Background: an optimization exercise with open tools, aiming at small area. Do not read the settings as production practice. The RTL was checked by simulation tests, not by an equivalence proof against the original design.

==> delta <==
Design hc11mon_dl, start of the top module:
module hc11mon_dl #(
    parameter [15:0] MIN      = 16'h0400,
    parameter [15:0] MAX      = 16'h7DFF,
    parameter [15:0] LF_START = 16'h1000,
    parameter [15:0] LF_MAX   = 16'h7DC0
) (
    input  wire        clk,
    input  wire        rst,
    input  wire        cmd_valid,
    output wire        cmd_ready,
    input  wire [1:0]  cmd_op,
    input  wire [15:0] cmd_start,
    input  wire [15:0] cmd_end,
    input  wire        in_valid,
    output wire        in_ready,
    input  wire [7:0]  in_data,
    input  wire        in_eos,
    output wire        mem_req,
    output wire        mem_we,
    output wire [15:0] mem_addr,
    output wire [7:0]  mem_wdata,
    input  wire        mem_ack,
    input  wire [7:0]  mem_rdata,
    output wire        ev_valid,
    input  wire        ev_ready,
    output wire [2:0]  ev_type,
    output wire [15:0] ev_addr,
    output wire [15:0] ev_data,
    output wire [15:0] ev_line,
    output wire [2:0]  ev_kind,
    output wire        ev_flag,
    output wire [2:0]  ev_len,
    output wire [47:0] ev_raw,
    output wire [2:0]  ev_fam,
    output wire [3:0]  ev_sfx,
    output wire [2:0]  ev_opform
);
    localparam EV_ORG = 3'd1, EV_INSTR = 3'd2, EV_END = 3'd3, EV_PROGRESS = 3'd4,
               EV_SUMMARY = 3'd5, EV_REPORT = 3'd6;
    localparam ERR_BOUNDS = 3'd2, ERR_FORMAT = 3'd3, ERR_CHECKSUM = 3'd4,
               ERR_STREAMEND = 3'd5, ERR_RANGE = 3'd6;
    localparam S_IDLE  = 5'd0,
               S_EV    = 5'd1,    
               S_DCMP  = 5'd2,    
               S_DCHK  = 5'd3,    
               S_DPRD  = 5'd4,    
               S_DPEV  = 5'd5,    
               S_DINC  = 5'd6,    
               S_DORD  = 5'd7,    
               S_DREW  = 5'd8,    
  ...
Settings: LEC_CHECK=0, CAP_MARGIN=20, CORE_MARGIN=2, CORE_UTILIZATION=40, CTS_BUF_LIST=sky130_fd_sc_hd__clkbuf_8, PLACE_DENSITY=0.6, SLEW_MARGIN=20; clock period 10.0 ns.
standard.sh (not shown) runs the stock make flow with config.mk's settings and CLKGATE_MAP_FILE= SYNTH_SCRIPT=/design/flow/synth_recipe.tcl, a recipe that flattens the netlist after the stock synthesis.
==> flow/flow/run.sh <==
#!/bin/bash
# Own layout flow: the standard flow (standard.sh) with two changes.
#  1. Synthesis maps the logic with ABC's default area-oriented script instead of
#     ORFS's delay-oriented one (the 10 ns clock has ample slack). Everything else in
#     the synthesis is synth_recipe.tcl unchanged: same passes, same register mapping,
#     flattening and renaming.
#  2. The port buffers that placement inserts on every input and output are the
#     smallest buffer cell (buf_1).
# Each tool's output goes to the ORFS logs under orfs/logs; make's own output goes to
# flow_make.log.
set -euo pipefail
here=$(pwd)

# synthesis script: synth_recipe.tcl with its "source .../synth.tcl" replaced by a copy
# of synth.tcl whose abc call uses the default script (flow/area_abc.tcl does this)
python3 - "$here" <<'PY'
import sys, re
here = sys.argv[1]
src = open(f"{here}/synth_recipe.tcl").read()
line = "source $::env(SCRIPTS_DIR)/synth.tcl"
assert line in src, "synth_recipe.tcl changed"
src = src.replace(line, f"source {here}/flow/area_abc.tcl")
open(f"{here}/own_synth.tcl", "w").write(src)
std = open(f"{here}/standard.sh").read()
new, n = re.subn(r"SYNTH_SCRIPT=\S*synth_recipe\.tcl", f"SYNTH_SCRIPT={here}/own_synth.tcl", std)
assert n == 1, "standard.sh changed"
open(f"{here}/own_standard.sh", "w").write(new)
PY

export BUFFER_PORTS_ARGS="-buffer_cell sky130_fd_sc_hd__buf_1"
bash "$here/own_standard.sh" > "$here/flow_make.log" 2>&1
==> flow/flow/area_abc.tcl <==
# ORFS synth.tcl, run with one change: the abc call maps with ABC's default script
# (area oriented, no delay target) instead of the script chosen by synth_preamble.tcl.
set f [open $::env(SCRIPTS_DIR)/synth.tcl]
set txt [read $f]
close $f
set old {log_cmd abc {*}$abc_args}
if { [string first $old $txt] < 0 } { error "abc call not found in synth.tcl" }
set new {log_cmd abc {*}$lib_args {*}$lib_dont_use_args}
uplevel #0 [string map [list $old $new] $txt]
==> willow (differences from delta) <==
--- a/flow/design.v
+++ b/flow/design.v
@@ -94,14 +94,15 @@
                S_DCMP  = 5'd2,    
                S_DCHK  = 5'd3,    
                S_DPRD  = 5'd4,    
                S_DPEV  = 5'd5,    
                S_DINC  = 5'd6,    
                S_DORD  = 5'd7,    
                S_DREW  = 5'd8,    
+               S_DROT  = 5'd29,   
                S_DALN  = 5'd9,    
                S_DADV  = 5'd10,   
                S_LINIT = 5'd11,   
                S_LSCAN = 5'd12,   
                S_LHDR  = 5'd13,   
                S_LHB   = 5'd14,   
                S_LHROT = 5'd15,   
@@ -132,15 +133,15 @@
     reg        extra;        
     reg        fl;           
     reg        single;       
     reg        ph;           
     reg [3:0]  bc;           
     reg        cy;           
     reg        bw;           
-    wire [7:0] fb  = rl[7:0];
+    wire [7:0] fb  = rl[15:8];
     wire [7:0] d8  = raw[7:0];
     wire [7:0] cnt = raw[15:8];
     wire [7:0] acc = raw[23:16];
     wire [2:0] c_fam;
     wire [3:0] c_sfx;
     wire [2:0] c_opform;
     wire       c_two;
@@ -166,14 +167,20 @@
     wire p_linca = (state == S_LINCA);
     wire p_lincd = (state == S_LINCD);
     wire p_lcnt  = (state == S_LCNT);
     wire p_lcmp  = (state == S_LCMP);
     wire p_lft   = (state == S_LFT);
     wire p_lline = (state == S_LLINE);
     wire p_cpea  = (state == S_CPEA);
+    wire p_drot  = (state == S_DROT);
+    wire s_dprd  = (state == S_DPRD);
+    wire s_dord  = (state == S_DORD);
+    wire rd_bit  = mem_rdata[bc[2:0]];
+    wire rd_take = (s_dprd | s_dord) & mem_ack;    
+    wire chain   = rd_take | ((state == S_DALN) & (i != 3'd6));   
     wire hb_first = (i == 3'd2);           
     wire lo8      = ~bc[3];
     wire t_ra  = p_dcmp | p_dinc | p_drew | p_dadv | p_lfrst | p_linca | p_lhrot;
     wire t_acc = (p_lhb & ~hb_first) | p_lpacc;
     wire a_bit = (t_ra & ra[0]) | (p_lincd & rd[0]) | (p_lline & rl[0]) | (p_cpea & re[0]) |
                  (t_acc & acc[0]) | (p_lcnt & cnt[0]);
     wire b_bit = ((p_drew | p_dadv) & ~bc[3] & ~bc[2] & (bc[1:0] != 2'd3) & i[bc[1:0]]) ^ p_drew |
@@ -182,30 +189,30 @@
     wire c_in  = (bc == 4'd0) ? c0 : cy;
     wire sum   = a_bit ^ b_bit ^ c_in;
     wire c_out = (a_bit & b_bit) | (a_bit & c_in) | (b_bit & c_in);
     wire bw_in = (bc == 4'd0) ? 1'b0 : bw;
     wire bw_out = (~re[0] & sum) | (~(re[0] ^ sum) & bw_in);
     wire eq_out = ((bc == 4'd0) | cy) & (d8[0] ^ acc[0]);
     wire nz_out = ((bc != 4'd0) & bw) | d8[0];
-    wire p8    = p_lhb | p_lhrot | p_lpacc | p_lcnt | p_lcmp;
+    wire p8    = p_lhb | p_lhrot | p_lpacc | p_lcnt | p_lcmp | p_drot;
     wire pend  = p8 ? (bc[2:0] == 3'd7) : (bc == 4'd15);
     wire sh_ra  = t_ra | p_cpea | (p_lhb & ~hb_first);
     wire sh_re  = p_dcmp | p_dadv | p_lfrst | p_cpea;
-    wire sh_rd  = p_dcmp | p_linit | p_lincd | p_lft;
-    wire sh_rl  = p_dcmp | p_linit | p_lline;
+    wire sh_rd  = p_dcmp | p_linit | p_lincd | p_lft | p_drot | (s_dord & mem_ack);
+    wire sh_rl  = p_dcmp | p_linit | p_lline | (s_dprd & mem_ack);
     wire sh_d8  = p_lhb | p_lpacc | p_lcmp | (p_lft & lo8);
     wire sh_cnt = (p_lhb & hb_first) | p_lcnt;
     wire sh_acc = p_lhb | p_lpacc | p_lcmp | p_lft;
     wire ra_in  = p_lhb ? d8[0] : sum;
     wire re_in  = p_lfrst ? sum : re[0];
-    wire rd_in  = p_dcmp ? re[0] : p_lft ? (lo8 ? d8[0] : ~acc[0]) : (p_lincd & sum);
-    wire rl_in  = ~p_dcmp & sum;
+    wire rd_in  = p_dcmp ? re[0] : p_lft ? (lo8 ? d8[0] : ~acc[0]) : p_drot ? rd[0] : s_dord ? rd_bit : (p_lincd & sum);
+    wire rl_in  = s_dprd ? rd_bit : (~p_dcmp & sum);
     wire cnt_in = p_lhb ? d8[0] : sum;
     wire acc_in = p_lcmp | p_lft ? acc[0] : sum;
-    wire pass   = sh_ra | sh_re | sh_rd | sh_rl | sh_d8 | sh_acc | sh_cnt | p_lhrot;
+    wire pass   = sh_ra | sh_re | p_dcmp | p_linit | p_lincd | p_lft | p_drot | p_lline | sh_d8 | sh_acc | sh_cnt | p_lhrot;
     wire        c_num = (in_data >= 8'h30) && (in_data <= 8'h39);
     wire        c_af  = (in_data >= 8'h41) && (in_data <= 8'h46);
     wire        hexok = c_num | c_af;
     wire [3:0]  nib   = in_data[3:0] + (c_af ? 4'd9 : 4'd0);
     wire ra_oob = (ra < MIN) || (ra > MAX);
     wire re_oob = (re < MIN) || (re > MAX);
     wire la_oob = (ra < LF_START) || (ra > LF_MAX);
@@ -252,14 +259,18 @@
             cy <= p_lcmp ? eq_out : c_out;
             bw <= p_lcmp ? nz_out : bw_out;
         end
         if (sh_ra)  ra <= {ra_in, ra[15:1]};
         if (sh_re)  re <= {re_in, re[15:1]};
         if (sh_rd)  rd <= {rd_in, rd[15:1]};
         if (sh_rl)  rl <= {rl_in, rl[15:1]};
+        if (chain) begin
+            raw <= {rd_bit, raw[47:1]};
+            bc[2:0] <= bc[2:0] + 3'd1;
+        end
         if (sh_d8)  raw[7:0]   <= {d8[0], d8[7:1]};
         if (sh_cnt) raw[15:8]  <= {cnt_in, cnt[7:1]};
         if (sh_acc) raw[23:16] <= {acc_in, acc[7:1]};
         if (rst) begin
             state <= S_IDLE;
             bc    <= 4'd0;
         end else begin
@@ -301,21 +312,15 @@
                 S_DCMP: if (pend) state <= S_DCHK;
                 S_DCHK: begin
                     if (bw)          emit(EV_REPORT, ERR_RANGE, 1'b0);
                     else if (ra_oob) emit(EV_REPORT, ERR_BOUNDS, 1'b0);
                     else if (re_oob) emit(EV_REPORT, ERR_BOUNDS, 1'b1);
                     else             emit(EV_ORG, 3'd0, 1'b0);
                 end
-                S_DPRD: begin
-                    if (ack) begin
-                        rl[7:0] <= mem_rdata;
-                        raw <= {mem_rdata, raw[47:8]};
-                        state <= S_DPEV;
-                    end
-                end
+                S_DPRD: if (ack && bc[2:0] == 3'd7) state <= S_DPEV;
                 S_DPEV: begin
                     if (is_fam) begin
                         fl <= 1'b1;
                         state <= S_DINC;
                     end else if (is_esc && k != 2'd3) begin
                         pbc <= esc_cls;
                         k <= k + 2'd1;
@@ -326,31 +331,33 @@
                 S_DINC: begin
                     if (pend) begin
                         i <= i + 3'd1;
                         state <= fl ? S_DORD : S_DPRD;
                     end
                 end
                 S_DORD: begin
-                    if (ack) begin
-                        raw <= {mem_rdata, raw[47:8]};
-                        rd <= {rd[7:0], mem_rdata};
+                    if (ack && bc[2:0] == 3'd7) begin
                         if (i == {1'b0, k} + 3'd1)
-                            extra <= (mem_rdata == 8'h00);
-                        state <= (i == len - 3'd1) ? S_DREW : S_DINC;
+                            extra <= ({mem_rdata[7], raw[47:41]} == 8'h00);
+                        state <= (i == len - 3'd1) ? S_DROT : S_DINC;
+                    end
+                end
+                S_DROT: if (pend) state <= S_DREW;
+                S_DREW: begin
+                    if (pend) begin
+                        i <= i + 3'd1;
+                        state <= S_DALN;
                     end
                 end
-                S_DREW: if (pend) state <= S_DALN;
                 S_DALN: begin
-                    if (i == 3'd5) begin
+                    if (i == 3'd6) begin
                         i <= len;
                         emit(EV_INSTR, 3'd0, 1'b0);
-                    end else begin
-                        raw <= {mem_rdata, raw[47:8]};
+                    end else if (bc[2:0] == 3'd7)
                         i <= i + 3'd1;
-                    end
                 end
                 S_DADV: begin
                     if (pend) begin
                         if (bw_out) emit(EV_END, 3'd0, 1'b1);
                         else        dec_begin;
                     end
                 end
--- a/flow/flow/run.sh
+++ b/flow/flow/run.sh
@@ -24,8 +24,9 @@
 std = open(f"{here}/standard.sh").read()
 new, n = re.subn(r"SYNTH_SCRIPT=\S*synth_recipe\.tcl", f"SYNTH_SCRIPT={here}/own_synth.tcl", std)
 assert n == 1, "standard.sh changed"
 open(f"{here}/own_standard.sh", "w").write(new)
 PY
 
 export BUFFER_PORTS_ARGS="-buffer_cell sky130_fd_sc_hd__buf_1"
+export CTS_ARGS="-sink_clustering_enable -repair_clock_nets -dont_use_dummy_load -buf_list sky130_fd_sc_hd__clkbuf_8"
 bash "$here/own_standard.sh" > "$here/flow_make.log" 2>&1
==> out/metrics.yaml <==
status: "no timing/DRC/antenna violations"
p_int_mw: 1.402
largestClassByArea: "flip-flops and latches"
drtIter0Drc: 559
rows: 50
comb_cell_power_mw: 1.09
r2r_slack_ns: 4.91
initial_utilization_pct: 40.53
multi_input_area_sq_um: 3540
synth_top_area_share_pct: 36.68
cpPeakStageDelay_ns: 0.80
wl_met3_um: 1825
synth_cells: 763
worst-path-max-fanout: 31
the above is filed under willow

==> out/metrics.yaml <==
synth_cells: 874
rows: 51
synth_top_area_share_pct: 22.44
status: "no timing/DRC/antenna violations"
multi_input_area_sq_um: 4352
cpPeakStageDelay_ns: 0.73
largestClassByArea: "multi-input combinational cells"
wl_met3_um: 2004
initial_utilization_pct: 40.79
comb_cell_power_mw: 1.32
worst-path-max-fanout: 21
the above is filed under delta

afterwards: timing with drivers on the ports:
Ports are ideal in the flow. The routed layouts listed here were re-timed in OpenROAD.
Step 1 assumes that a clkbuf_16 drives the clock port and a buf_2 every other input.
Step 2 adds t to the input delays and takes it off the output delays; t is the mean of the earliest and latest rising clock arrival at the registers after step 1. Input paths then give back, and output paths get back, about the clock's delay inside the block.
a / b / c = no drivers / after step 1 / after step 2; a / b = the first two.
run	shift t [ns]	setup slack, ns	hold slack, ns
delta	0.486	4.567 / 4.567 / 4.567	0.440 / 0.440 / 0.440
willow	0.480	4.912 / 4.912 / 4.912	0.436 / 0.436 / 0.436
After both steps setup and hold are still met in every run listed.
